What follows belongs to an exercise in optimizing a design on an open flow for small area, a short achievable clock period and few clock cycles; a production flow would make more cautious choices. Only simulation tests tie the RTL to the original design; equivalence was not proved. Power is estimated from default activity; no workload was simulated.

==> flow/design.v (excerpt) <==
module bat_ms (
    input  wire        clk,
    input  wire        rst,
    input  wire        start,
    input  wire [1:0]  cfg_nsrc_m1,
    input  wire [15:0] cfg_bits_in_m1,           
    input  wire [15:0] cfg_in_align_repeat,      
    input  wire [15:0] cfg_in_align_bits_m1,     
    input  wire [3:0]  cfg_out_align_repeat,
    input  wire [3:0]  cfg_out_align_bits_m1,
    input  wire [15:0] cfg_repeat,
    input  wire [3:0]  in_valid,
    input  wire [3:0]  in_eod,
    input  wire [31:0] in_data,
    output wire [3:0]  in_ready,
    output wire        out_valid,
    output wire [7:0]  out_data,
    input  wire        out_ready,
    output wire        busy,
    output reg         ended_eod
);
export LEC_CHECK = 0
export CAP_MARGIN = 20
export CORE_MARGIN = 2
export CORE_UTILIZATION = 50
export CTS_CLUSTER_DIAMETER = 70
export CTS_CLUSTER_SIZE = 25
export PLACE_DENSITY = 0.7
export SLEW_MARGIN = 20
create_clock -name core_clock -period 10.0 [get_ports {clk}]
standard.sh (not shown) runs the stock make flow with config.mk's settings and CLKGATE_MAP_FILE= SYNTH_SCRIPT=/design/flow/synth_recipe.tcl, a recipe that flattens the netlist after the stock synthesis.
==> flow/flow/run.sh <==
#!/bin/bash
set -euo pipefail
MARGIN=5.5
sed "s|^make -C |make SETUP_SLACK_MARGIN=${MARGIN} 'BUFFER_PORTS_ARGS=-buffer_cell sky130_fd_sc_hd__buf_1' -C |" standard.sh > standard_margin.sh
bash standard_margin.sh > standard_margin.log 2>&1
Testbench counts at the start, summed over its fixed seeds: cycles 48,584.
==> next run, changes <==
--- a/flow/config.mk
+++ b/flow/config.mk
@@ -10,4 +10,4 @@
-export CORE_UTILIZATION = 50
-export CTS_CLUSTER_DIAMETER = 70
-export CTS_CLUSTER_SIZE = 25
-export PLACE_DENSITY = 0.7
+export CORE_UTILIZATION = 40
+export CTS_CLUSTER_DIAMETER = 100
+export CTS_CLUSTER_SIZE = 40
+export PLACE_DENSITY = 0.6
What happened: Power shrinks by about 3%; via count drops by 0.88%; critical path depth falls by 1; core utilization drops by 11 points; count of clock-buffer cells in the layout is lower by 5; maximum frequency rises by 1.9%.
==> next run, changes <==
--- a/flow/config.mk
+++ b/flow/config.mk
@@ -10,4 +10,2 @@
-export CORE_UTILIZATION = 40
-export CTS_CLUSTER_DIAMETER = 100
-export CTS_CLUSTER_SIZE = 40
-export PLACE_DENSITY = 0.6
+export CORE_UTILIZATION = 50
+export PLACE_DENSITY = 0.7
The changed run completed without violations.
Cell area grows by 1.2%.
Worst setup slack is worse by 29 ps.
Count of clock-buffer cells in the layout grows by 20.
Power grows by 8.1%.
==> next run, changes <==
==> flow/run.sh (new file) <==
#!/bin/bash
# synth_recipe.tcl (not shown) runs the flow's synth.tcl, then flattens the netlist and writes it again
# the make line also repeats each setting of config.mk as NAME=value (left out here)
make -C /OpenROAD-flow-scripts/flow DESIGN_CONFIG=/design/flow/config.mk WORK_HOME=/design/flow/orfs CLKGATE_MAP_FILE= SYNTH_SCRIPT=/design/flow/synth_recipe.tcl finish
--- a/flow/config.mk
+++ b/flow/config.mk
@@ -10,2 +10,3 @@
-export CORE_UTILIZATION = 50
-export PLACE_DENSITY = 0.7
+export CORE_UTILIZATION = 40
+export PLACE_DENSITY = 0.6
+export SETUP_SLACK_MARGIN = 5
removed: flow/flow/run.sh
removed: flow/standard.sh
After rerunning: Total power grows by 0.58%. Clock power grows by about 10%. Die area grows by 24%. Routed wire length grows by 4.1%. Fmax shrinks by 8.4%. Final area grows by 4.3%. Clock skew grows by 6.1 ps. Worst setup slack got worse by 410 ps. Via count shrinks by 2.0%.

* * *

== run A ==
Starting RTL as in the previous note.
Settings: LEC_CHECK=0, CAP_MARGIN=20, CORE_MARGIN=2, CORE_UTILIZATION=40, PLACE_DENSITY=0.6, SLEW_MARGIN=20; clock period 10.0 ns.
==> flow/flow/run.sh <==
#!/bin/bash
set -euo pipefail
MARGIN=6
sed "s|^make -C |make SETUP_SLACK_MARGIN=${MARGIN} -C |" standard.sh > standard_margin.sh
bash standard_margin.sh > standard_margin.log 2>&1
Testbench counts of run A, summed over its fixed seeds: cycles 48,584.
Inputs modified between run A and run B:
==> flow/flow/run.sh <==
#!/bin/bash
set -euo pipefail
MARGIN=5.5
sed "s|^make -C |make SETUP_SLACK_MARGIN=${MARGIN} -C |" standard.sh > standard_margin.sh
bash standard_margin.sh > standard_margin.log 2>&1
- In run B the worst reg-to-reg path cell count turned out 1 higher than in run A.
- [run B vs run A] longest individual stage delay on the worst path: lower in run B
- Higher core utilization goes to run A over run B.
- In the reports for run A and run B, the larger global routing met3 resource utilization belongs to run B.
- Diff run B..run A | die area | unchanged
- Share of the clock period used by the worst path: run B vs run A up 1.6 points
The following lists how run C was set up differently from run B:
- a change of CORE_UTILIZATION from 40 to 65
- a change of PLACE_DENSITY from 0.6 to 0.8
==> flow/flow/run.sh <==
#!/bin/bash
set -euo pipefail
MARGIN=6
sed "s|^make -C |make SETUP_SLACK_MARGIN=${MARGIN} -C |" standard.sh > standard_margin.sh
bash standard_margin.sh > standard_margin.log 2>&1
### Flow results
Compared with run B, wire length of the first global-routing pass in run C increased by a few percent.
Shortest clock period the worst path allows after layout for run C: 110 ps down relative to run B
Buffers inserted during post-CTS setup optimization (run C / run B): 3.4
The final reports for run C and run B show final design instance area without fill higher in the former.
Routed wire length | run C above run B
Summary of the comparison: number of well taps is lower in run C, relative to run B.
On post-route clock skew, run C does worse than run B.
Relative to run C, the following input files were edited for run D:
- CTS_CLUSTER_SIZE newly set to 25
- CORE_UTILIZATION changed from 65 to 40
- CTS_CLUSTER_DIAMETER newly set to 60
- PLACE_DENSITY changed from 0.8 to 0.6
==> flow/flow/run.sh <==
#!/bin/bash
set -euo pipefail
MARGIN=5.5
sed "s|^make -C |make SETUP_SLACK_MARGIN=${MARGIN} 'BUFFER_PORTS_ARGS=-buffer_cell sky130_fd_sc_hd__buf_1' -C |" standard.sh > standard_margin.sh
bash standard_margin.sh > standard_margin.log 2>&1
Findings:
Looking at launching instance or port of the critical path, the pp[1] result is from run D; the state[0] one comes from run C.
Higher leakage power summed over all cells was reported by run C, not run D.
Of run D and run C, the run reporting the lower part of the total power dissipated in combinational logic was run D.
Worst slack on hold paths of run D is on par with run C.
Run D -> run C: clock net sink count delta 0, exact match
Delta(fmax, run D - run C) > 0
Any difference in clock transition at the register clock pins on the worst setup and hold paths after CTS between run C and run D is small enough to ignore.
Run C → run D: total number of cells along the worst setup path went up, number of cells on the worst reg-to-reg path shrank by 3.
Run D and run C all finish clean.
The following lists how run E was set up differently from run D:
- swapping 0.6 for 0.75 in PLACE_DENSITY
- swapping 60 for 70 in CTS_CLUSTER_DIAMETER
- swapping 25 for 30 in CTS_CLUSTER_SIZE
- swapping 40 for 55 in CORE_UTILIZATION
--- outcome ---
Total detailed-routing wirelength delta for run E relative to run D: 4.7% lower
Of run E and run D, it is run E that has the higher largest stage delay on the critical path.
Delta (run E minus run D): number of standard cells in the layout, taps in and fillers out lower; worst setup margin roughly the same.
From run D to run E the numbers moved as follows: slew of the pin with the lowest slew margin has decreased, standby leakage power has decreased, top fanout value on the critical path has increased.

[what the ideal ports hide]
No port has a modelled driver above. Below, the same layouts with a new extraction and two added sets of constraints. Step 1 (the two cells are an assumption about what drives the block):
set clk [get_ports {clk}]
set_driving_cell -lib_cell sky130_fd_sc_hd__clkbuf_16 $clk
set_driving_cell -lib_cell sky130_fd_sc_hd__buf_2 [delete_from_list [all_inputs] $clk]
Step 2 adds t to the input delays and takes it off the output delays; t is the mean of the earliest and latest rising clock arrival at the registers after step 1. Input paths then give back, and output paths get back, about the clock's delay inside the block. Three values: ideal ports, drivers, drivers and shift; two values: the first two.
run | shift t [ns] | setup slack, ns | worst setup path after step 2 | cell pins on the clock port's net
the first run of note 1 | 0.577 | 5.513 / 5.461 / 5.053 | input to register | 1
the second run of note 1 | 0.558 | 5.596 / 5.541 / 5.156 | input to register | 1
the third run of note 1 | 0.605 | 5.567 / 5.517 / 5.032 | input to register | 1
the fourth run of note 1 | 0.626 | 5.161 / 5.107 / 4.633 | input to register | 1
run A | 0.615 | 5.620 / 5.565 / 5.312 | input to register | 1
run B | 0.621 | 5.463 / 5.409 / 4.916 | input to register | 1
run C | 0.613 | 5.571 / 5.518 / 5.366 | input to register | 1
run D | 0.615 | 5.586 / 5.533 / 5.035 | input to register | 1
run E | 0.573 | 5.585 / 5.532 / 5.096 | input to register | 1
After both steps every run listed still meets setup and hold. For run D, which loses most, drivers alone change the setup slack by -0.053 ns; drivers and shift together by -0.551 ns.
